Background: an optimization exercise with open tools, aiming at small area. Do not read the settings as production practice.
Function was checked by simulation only, so behaviour that the tests miss may differ from the original.
Power figures rest on the tool's default switching activity, not on a simulated workload.

[flow/config.mk]
export PLATFORM = sky130hd
export DESIGN_NAME = tc_onewire
export DESIGN_NICKNAME = tc_onewire
export VERILOG_FILES = /design/flow/design.v
export SDC_FILE = /design/flow/constraint.sdc
export NUM_CORES = 4
export LEC_CHECK = 0
export CAP_MARGIN = 20
export CORE_MARGIN = 2
export CORE_UTILIZATION = 40
export SLEW_MARGIN = 20
[flow/design.v]
module tc_onewire (
    input  wire        clk,
    input  wire        rst_n,
    input  wire        cmd_valid,
    output wire        cmd_ready,
    input  wire [15:0] cmd_word,
    output wire        rsp_valid,
    input  wire        rsp_ready,
    output wire [31:0] rsp_word,
    output wire        dq_oe,
    input  wire        dq_in
);
    localparam [3:0] OP_RESET  = 4'h1, OP_WBIT  = 4'h2, OP_RBIT   = 4'h3,
                     OP_WBYTE  = 4'h4, OP_RBYTE = 4'h5, OP_RBYTES = 4'h6,
                     OP_SPRD   = 4'h7, OP_CCLR  = 4'h8, OP_CUPD   = 4'h9,
                     OP_CBUF   = 4'hA, OP_START = 4'hB, OP_STEP   = 4'hC,
                     OP_ABORT  = 4'hD, OP_STATUS = 4'hE;
    localparam [2:0] TS_IDLE = 3'd0, TS_APC = 3'd1, TS_WCD = 3'd2, TS_APR = 3'd3,
                     TS_RSP  = 3'd4, TS_DONE = 3'd5, TS_ERR = 3'd6;
    localparam [1:0] M_IDLE = 2'd0, M_WORK = 2'd1, M_RSP = 2'd2;
    reg [71:0] ring;         
    reg [2:0]  bitp;         
    reg [3:0]  bytep;        
    reg [1:0]  ms;           
    reg [3:0]  op;           
    reg [3:0]  nreg;         
    reg [7:0]  d0;           
    reg        ill, bsy, pres, done;
    reg [2:0]  txn;
    reg [1:0]  ev;
    reg [11:0] temp;         
    reg [7:0]  crc;
    reg [3:0]  idx;          
    reg [3:0]  bcnt;         
    reg        phase;        
    reg        wpend, wact;  
    reg        active, oe;   
    reg [7:0]  tmr;          
    assign dq_oe     = oe;
    assign cmd_ready = (ms == M_IDLE);
    assign rsp_valid = (ms == M_RSP);
    wire       tail = ring[71];           
    wire       b0   = (bitp == 3'd0);
    wire       p0   = b0 && (bytep == 4'd0);
    wire       p32  = b0 && (bytep == 4'd4);
    wire [3:0] c_op = cmd_word[15:12];
    wire [3:0] c_n  = cmd_word[11:8];
    wire [7:0] c_d  = cmd_word[7:0];
    reg legal;
    always @(*) begin
        case (c_op)
            OP_RESET, OP_RBIT, OP_RBYTE, OP_CCLR,
            OP_START, OP_STEP, OP_ABORT, OP_STATUS:
                legal = (cmd_word[11:0] == 12'h000);
            OP_WBIT:           legal = (cmd_word[11:1] == 11'h000);
            OP_WBYTE, OP_CUPD: legal = (c_n == 4'd0);
            OP_RBYTES, OP_CBUF:
                legal = (c_d == 8'h00) && (c_n >= 4'd1) && (c_n <= 4'd9);
            OP_SPRD:           legal = (c_d == 8'h00) && (c_n <= 4'd8);
            default:           legal = 1'b0;
        endcase
    end
    wire gated     = (c_op >= OP_RESET && c_op <= OP_RBYTES) || (c_op == OP_START);
    wire in_flight = (txn >= TS_APC) && (txn <= TS_RSP);
    wire accept    = (ms == M_IDLE) && cmd_valid;
    wire c_busy    = legal && gated && in_flight;
    wire c_ok      = legal && !c_busy;
    wire c_step    = (c_op == OP_STEP);
    wire c_bus     = (c_op >= OP_RESET && c_op <= OP_RBYTES) || (c_step && in_flight);
    wire c_win     = (c_op == OP_SPRD) || (c_op == OP_CUPD) || (c_op == OP_CBUF);
    wire c_single  = (c_op == OP_RESET) || (c_op == OP_WBIT) || (c_op == OP_RBIT) || (c_step && txn == TS_WCD);
    wire o_rbit  = (op == OP_RBIT);
    wire o_rbytes= (op == OP_RBYTES);
    wire o_step  = (op == OP_STEP);
    wire o_sprd  = (op == OP_SPRD);
    wire o_cupd  = (op == OP_CUPD);
    wire o_cbuf  = (op == OP_CBUF);
    wire o_win   = o_sprd || o_cupd || o_cbuf;
    wire s_apc   = (txn == TS_APC);
    wire s_wcd   = (txn == TS_WCD);
    wire s_rsp   = (txn == TS_RSP);
    wire seq_rw  = o_step && (s_apc || txn == TS_APR);
    wire seq_wr  = seq_rw && phase;
    wire k_rst   = (op == OP_RESET) || (seq_rw && !phase);
    wire k_wr    = (op == OP_WBIT) || (op == OP_WBYTE) || seq_wr;
    wire k_rd    = !k_rst && !k_wr;
    wire [2:0] bb = bcnt[2:0];
    wire seq_bit = !bcnt[3] ? bb[1] :
                   s_apc    ? (bb[1] && !bb[0]) : (bb != 3'd0 && bb != 3'd6);
    wire wbit    = seq_wr ? seq_bit : d0[0];
    wire k_w0    = k_wr && !wbit;
    wire t_8   = tmr[0];                                                
    wire t_66  = tmr[2] & ~tmr[3] & ~tmr[6] & tmr[7];                   
    wire t_1   = ~tmr[6] & tmr[7];                                      
    wire t_76  = ~tmr[0] & tmr[1] & ~tmr[2] & ~tmr[3] & tmr[6] & ~tmr[7];  
    wire t_132 = tmr[1] & tmr[2] & tmr[4] & tmr[6] & tmr[7];            
    wire ev_low = active && (k_rst ? (p32 && t_66) :
                             k_w0  ? (p32 && t_8)  : p0);
    wire ev_smp = active && (k_rst ? (p32 && t_76) : (k_rd && p0 && t_1));
    wire ev_end = active && p0 && (k_rst ? t_132 : t_8);
    wire smp_rd = ev_smp && !k_rst;
    wire byte_end = (bb == 3'd7);
    wire seq_fail = seq_rw && !phase && !pres;
    wire last = o_rbytes ? (byte_end && idx == nreg) :
                seq_rw   ? (phase ? (bcnt == 4'hF) : !pres) :
                           byte_end;
    wire bmatch  = (bytep == nreg);
    wire w_start = o_sprd ? bmatch :
                   o_cbuf ? (bytep == 4'd0) :
                   o_cupd ? 1'b1 : (bytep == idx);
    wire cb_stop = o_cbuf && wact && b0 && (bmatch || bytep == 4'd0);
    wire wcyc    = wpend && (wact || (b0 && w_start)) && !cb_stop;
    wire wlast   = (bitp == 3'd7) && !o_cbuf;
    wire w_done  = (wcyc && wlast) || cb_stop;
    wire ring_wr = wcyc && !o_win;
    wire crc_in  = o_cupd ? d0[0] : tail;
    wire crc_mix = crc[0] ^ crc_in;
    wire [7:0] crc_nx = {crc_mix, crc[7:5], crc[4] ^ crc_mix, crc[3] ^ crc_mix, crc[2:1]};
    wire crc_clr = !rst_n || (accept && c_ok && (c_op == OP_CCLR || c_op == OP_CBUF));
    wire crc_en  = crc_clr || (wcyc && (o_cupd || o_cbuf));
    wire poll_hit = temp[0] & temp[1] & temp[4] & temp[5] & temp[6] & temp[7] & temp[8] & temp[10];
    wire poll_fb  = ~(temp[1] ^ temp[10]);
    wire wcd_end  = ev_end && o_step && s_wcd;
    wire t_cap    = smp_rd && o_step && s_rsp && (idx == 4'd0 || (idx == 4'd1 && !bcnt[2]));
    wire temp_en  = s_apc || t_cap || (wcd_end && !d0[7]);
    wire temp_in  = (s_rsp && dq_in) || (s_wcd && poll_fb);
    wire d0_sh  = (smp_rd && !o_rbit) || wcyc || (ev_end && k_wr);
    wire d0_in  = ev_smp ? dq_in : tail;
    wire idx_clr = accept && c_ok && ((c_op == OP_RBYTES) || (c_step && txn == TS_APR));
    wire idx_inc = ring_wr && wlast;
    always @(posedge clk) begin
        ring <= {ring[70:0], ring_wr ? d0[0] : tail};
        if (temp_en) temp <= {temp_in, temp[11:1]};
        if (crc_en)  crc  <= crc_clr ? 8'h00 : crc_nx;
        if (accept)
            d0 <= c_d;
        else if (d0_sh)
            d0 <= {d0_in, d0[7:1]};
        else if (smp_rd)
            d0[0] <= dq_in;
        if (idx_clr)      idx <= 4'd0;
        else if (idx_inc) idx <= idx + 4'd1;
        if (accept)
            bcnt <= c_single ? 4'h7 : 4'h0;
        else if (ev_end && (k_wr || k_rd))
            bcnt <= bcnt + 4'd1;
        if (accept) begin
            op   <= c_op;
            nreg <= c_n;
            ill  <= !legal;
            bsy  <= c_busy;
        end
        if (!active)
            tmr <= {1'b0, tmr[7:1]};
        else if (p0)
            tmr <= {~(tmr[0] ^ tmr[3]), tmr[7:1]};
        if (!rst_n) begin
            bitp  <= 3'd0;
            bytep <= 4'd0;
        end else begin
            bitp <= bitp + 3'd1;
            if (bitp == 3'd7)
                bytep <= bytep[3] ? 4'd0 : bytep + 4'd1;
        end
        if (accept) begin
            pres  <= 1'b0;
            phase <= 1'b0;
        end else begin
            if (ev_smp && k_rst) pres  <= ~dq_in;
            if (ev_end && k_rst) phase <= 1'b1;
        end
        if (!rst_n) begin
            ms     <= M_IDLE;
            txn    <= TS_IDLE;
            ev     <= 2'd0;
            wpend  <= 1'b0;
            wact   <= 1'b0;
            active <= 1'b0;
            oe     <= 1'b0;
        end else begin
            if (!active) begin
                if (ms == M_WORK && !o_win && p0) begin
                    active <= 1'b1;
                    oe     <= 1'b1;
                end
            end else begin
                if (ev_low) oe     <= 1'b0;
                if (ev_end) active <= 1'b0;
            end
            if (accept)
                wpend <= c_ok && c_win;
            else if (smp_rd && byte_end && (o_rbytes || (o_step && s_rsp)))
                wpend <= 1'b1;
            else if (w_done)
                wpend <= 1'b0;
            wact <= wcyc && !wlast;
            if (accept)
                ms <= (c_ok && (c_bus || c_win)) ? M_WORK : M_RSP;
            else if ((ev_end && last) || (w_done && o_win))
                ms <= M_RSP;
            else if (ms == M_RSP && rsp_ready)
                ms <= M_IDLE;
            if (accept) begin
                done <= 1'b0;
                if (c_ok && c_op == OP_START) begin
                    txn <= TS_APC;
                    ev  <= 2'd0;
                end
                if (c_ok && c_op == OP_ABORT) begin
                    txn <= TS_IDLE;
                    ev  <= 2'd0;
                end
            end else if (ev_end && o_step) begin
                if (seq_fail) begin
                    txn  <= TS_ERR;
                    ev   <= s_apc ? 2'd1 : 2'd2;
                    done <= 1'b1;
                end else if (seq_wr && last) begin
                    txn <= s_apc ? TS_WCD : TS_RSP;
                end else if (s_wcd) begin
                    if (d0[7])
                        txn <= TS_APR;
                    else if (poll_hit) begin
                        txn  <= TS_ERR;
                        ev   <= 2'd3;
                        done <= 1'b1;
                    end
                end else if (s_rsp && byte_end && idx == 4'd9) begin
                    txn  <= TS_DONE;
                    done <= 1'b1;
                end
            end
        end
    end
    wire ts_fin = (txn == TS_DONE) || (txn == TS_ERR);
    wire show_t = ts_fin && (done || (op == OP_STATUS && !ill));
    wire show_c = (o_cupd || o_cbuf) && !ill;
    wire show_d = (o_rbit || op == OP_RBYTE || o_sprd) && !ill;
    wire errv   = (ev != 2'd0);
    wire [7:0] t_hi = errv ? 8'hFF : temp[11:4];
    wire [7:0] t_lo = errv ? {6'b111111, ~(ev[1] & ev[0]), ev[0]} : {temp[3:0], 4'h0};
    wire [7:0] data1 = show_t ? t_hi : 8'h00;
    wire [7:0] data0 = show_t ? t_lo : show_c ? crc : show_d ? d0 : 8'h00;
    assign rsp_word = {6'd0, bsy, ill, pres, done, ev, 1'b0, txn, data1, data0};
endmodule
[flow/run.sh]
#!/bin/bash
# synth_recipe.tcl (not shown) runs the flow's synth.tcl, then flattens the netlist and writes it again
# the make line also repeats each setting of config.mk as NAME=value (left out here)
make -C /OpenROAD-flow-scripts/flow DESIGN_CONFIG=/design/flow/config.mk WORK_HOME=/design/flow/orfs CLKGATE_MAP_FILE= SYNTH_SCRIPT=/design/flow/synth_recipe.tcl finish
[flow/constraint.sdc]
create_clock -name core_clock -period 100.0 [get_ports {clk}]
set_input_delay 20.0000 -clock core_clock [delete_from_list [all_inputs] [get_ports {clk}]]
set_output_delay 20.0000 -clock core_clock [all_outputs]
set_load 0.01 [all_outputs]
==> impl_results.md <==
* Post-DP HPWL at 10330 um
* 1st-iter DRT viols at 299
* Stages on the worst setup path at 6
* Core Region at 15710 um^2
* Worst setup path class: reg2out
* Hold Crit Class: reg2reg
* Initial Util at 40.38%
* Wire per inst at 16.81 um
* Worst-Skew Late Latency at 0.42 ns
* RSZ-0062 raised after global routing: no
* Fraction of registers with async set/reset at 0%
* Critical Path RT at 80.00 ns
* CTS max path bufs at 2
* Die H at 129.9 um
* Crit-path max FO at 15
* Total GRT Usage at 18.08%
* PD cells at 17.62 nW/um^2
* # hold bufs at CTS at 0
* Slowest CP cell: edfxtp_1
* Cts repair resizes at 0
* Critical path endpoint category: primary output
* Post-synth EDFFs at 50
* Ratio of cells with drive above 1 in the final layout at 9.798%
* Met1 Resource Use GR at 24.77%
* Seq/Total Area, Yosys at 54.27%
* Initial antenna violation count at 0
* First-pass DRT Iterations at 4
* Vias in the first global route at 4431
* H-tree Lvls at 4
* Busiest grt layer: met2
* Met2 usage at 28.06%
* Fmax at 43.35 MHz
* Maxcap violations at 0
* IO Port Bufs at 48
* First-pass GRT wire length at 23470 um
* # diodes at 0
* Vias at 4553
* Cell taking the most area after synthesis: dfxtp_1
* Post-DRT Antenna Nets at 0
* Crit path time final at 23.07 ns
* Startpoint Class: register
* Crit share post-route at 23.07%
* Top cells by area, synth: dfxtp_1 31%, edfxtp_1 24%, nand2_1 2.8%
* CTS tree: yes
* Worst vdd ir at 0.01299 mV
* Setup Buffers After CTS at 0
* IO Count at 56
* Setup ws final at 76.93 ns
* Fillers at 1421
* Routing usage on met3 at 4.428%
* Post-synth top cells: 97 x dfxtp_1, 50 x edfxtp_1, 47 x nand2_1
* Yosys reg bits at 147
* Top_reg_cell synth: dfxtp_1
* Hold depth at 0
* Core Rows at 46
* Layout area overhead at 18.28%
* GPL Wtd Cong at 0.9141
* CP max stage delay at 0.72 ns
* DP Worst Slack at 77.01 ns
* Die X-Extent at 129.9 um
* Post-Syn Area per Cell at 10.79 um^2
* Crit-path cells: nand4b_1 > nor2_1 > o221ai_1 > or3_1 > o21ai_0 > clkdlybuf4s50_1
* Final Max Tran Viols at 0
* Largest net degree at the start of global routing at 34
* Final Hold Viols at 0
* Worst endpoint data arrival time at 3.07 ns
* Drt total wl at 14440 um
* Clock skew at 0.01522 ns
* Post-synth cell types at 86
* Outcome: timing/DRC/antenna clean
* Post-Synthesis Cells at 588
* Final setup viols at 0
* Bufs and invs on worst path at 1
* Drt drc at 0
* Synth warn at 1
* Clock slew at reported path FFs at 0.06 ns
* Clock Sinks at 147
* Setup Total Neg Slack at 0 ns
* Slew @ Worst Pin at 0.9463 ns
* CP top delay family: simple AND/OR/NAND/NOR gates
* Die area at 16890 um^2
* Yosys top cell area share at 30.61%
* P_leak at 2.751 nW
* Final #Nets at 664
* Num CTS Buffers at 17
* Count leader, synth: dfxtp_1
* Vias/cell at 5.300
* Register-to-Register Path Depth at 7
* Synthesized area at 6345 um^2
* Remaining global-route overflow at 0
* Slew margin rel. at 36.71%
* CTS root buffer: clkbuf_16
kinds of logic (layout without fill, tap and decap cells):
kind of cell	Yosys count	in the layout	share of synthesized area, %
simple gates	211	211	19.72
flops	147	147	54.27
compound gates	123	123	13.94
buf+inv	63	112	5.088
xor+xnor	21	21	2.899
fa+ha+maj	13	13	2.564
mux	9	9	1.459
other cells	1	7	0.05910
state kept, by name (all words and copies together) (netlist names), 3 cells and up:
| signal | cells |
|---|---|
| bitp | 3 |
| bytep | 4 |
| crc | 8 |
| op | 4 |
| idx | 4 |
| txn | 3 |
| nreg | 4 |
| bcnt | 4 |
| d0 | 8 |
| ring | 72 |
| tmr | 8 |
| temp | 12 |
per-layer routing:
layer	share of wire [%]	wire length [um]	vias up
met1	49	7071	2202
met2	45	6543	120
met3	4.2	613	14
met5	0	0	-
li1	-	-	2217
met4	1.5	213	0
per-stage QoR:
stage / area [um^2] / std cells / total power, mW / hold WS (ns) / utilization, %
floorplan: 6367 / 594 / 0.07089 / 0.3096 / -
global placement: 6932 / 827 / 0.07334 / 0.3118 / 44.12
detailed placement: 6932 / 827 / 0.07357 / 0.3121 / 44.12
CTS: 7496 / 859 / 0.1335 / 0.3245 / 47.71
global route: 7505 / 859 / 0.1372 / 0.3256 / 47.76
finish: 7505 / 859 / 0.1322 / 0.3253 / 47.76
area by class of cell:
type	count	area, um^2	share of cell area [%]
timing repair buffer	51	503.0	6.702
inverter	29	108.9	1.450
tap	216	270.3	3.601
multi-input combinational	384	2615	34.84
sequential	147	3443	45.88
clock buffer	21	471.7	6.285
clock inverter	11	92.59	1.234
cell usage in the layout, fill, tap and decap left out, types with 4 or more instances in the layout:
| cell | synthesis | routed |
|---|---|---|
| a211oi_1 | 4 | 4 |
| a21o_1 | 4 | 4 |
| a21oi_1 | 24 | 24 |
| a221oi_1 | 7 | 7 |
| a31oi_1 | 10 | 10 |
| and2_1 | 12 | 12 |
| and3_1 | 5 | 5 |
| clkbuf_16 | 0 | 18 |
| clkdlybuf4s50_1 | 0 | 48 |
| clkinv_4 | 0 | 4 |
| conb_1 | 1 | 7 |
| dfxtp_1 | 97 | 97 |
| edfxtp_1 | 50 | 50 |
| ha_1 | 13 | 13 |
| inv_1 | 29 | 29 |
| inv_6 | 0 | 4 |
| mux2i_1 | 7 | 7 |
| nand2_1 | 47 | 47 |
| nand2b_1 | 11 | 11 |
| nand3_1 | 14 | 14 |
| nand3b_1 | 5 | 5 |
| nand4_1 | 13 | 13 |
| nor2_1 | 26 | 26 |
| nor2b_1 | 19 | 19 |
| nor3_1 | 9 | 9 |
| nor3b_1 | 6 | 6 |
| nor4_1 | 10 | 10 |
| o211ai_1 | 5 | 5 |
| o21a_1 | 8 | 8 |
| o21ai_0 | 23 | 22 |
| xnor2_1 | 9 | 9 |
| xor2_1 | 12 | 12 |
power breakdown:
part / total, mW / switching [mW] / internal, mW
Sequential: 0.0646 / 0.00142 / 0.0632
Combinational: 0.00772 / 0.00446 / 0.00325
Clock: 0.0598 / 0.0254 / 0.0345
Total: 0.132 / 0.0312 / 0.101
final timing paths:
path	slack (ns)	to	startpoint
min	0.33	ring[46]$_DFF_P_	ring[45]$_DFF_P_
max reg2reg	97.10	temp[9]$_DFFE_PP_	bitp[0]$_SDFF_PN0_
max	76.93	rsp_word[0]	op[1]$_DFFE_PP_
min reg2reg	0.33	ring[46]$_DFF_P_	ring[45]$_DFF_P_

## separate check: timing with driven ports
How much do the figures lean on ideal ports? The routed layout below was timed once more, with nothing changed but the port constraints. Step 1: set_driving_cell puts a clkbuf_16 on clk and a buf_2 on each other input, an assumption about the parent block. Step 2 moves the port delays by t, midway between the first and last clock arrival at a register: inputs arrive t later, outputs are due t later. That takes back most of the time a late clock gives input paths. a / b / c = ideal / step 1 / step 2; a / b = the first two.
shift t [ns]: 0.449
slack for setup (ns): 76.932 / 76.895 / 76.988
worst slew at a driven data input, ns: 0.03
After both steps setup and hold are still met in this run. For this run, drivers alone change the setup slack by -0.037 ns; drivers and shift together by +0.056 ns.
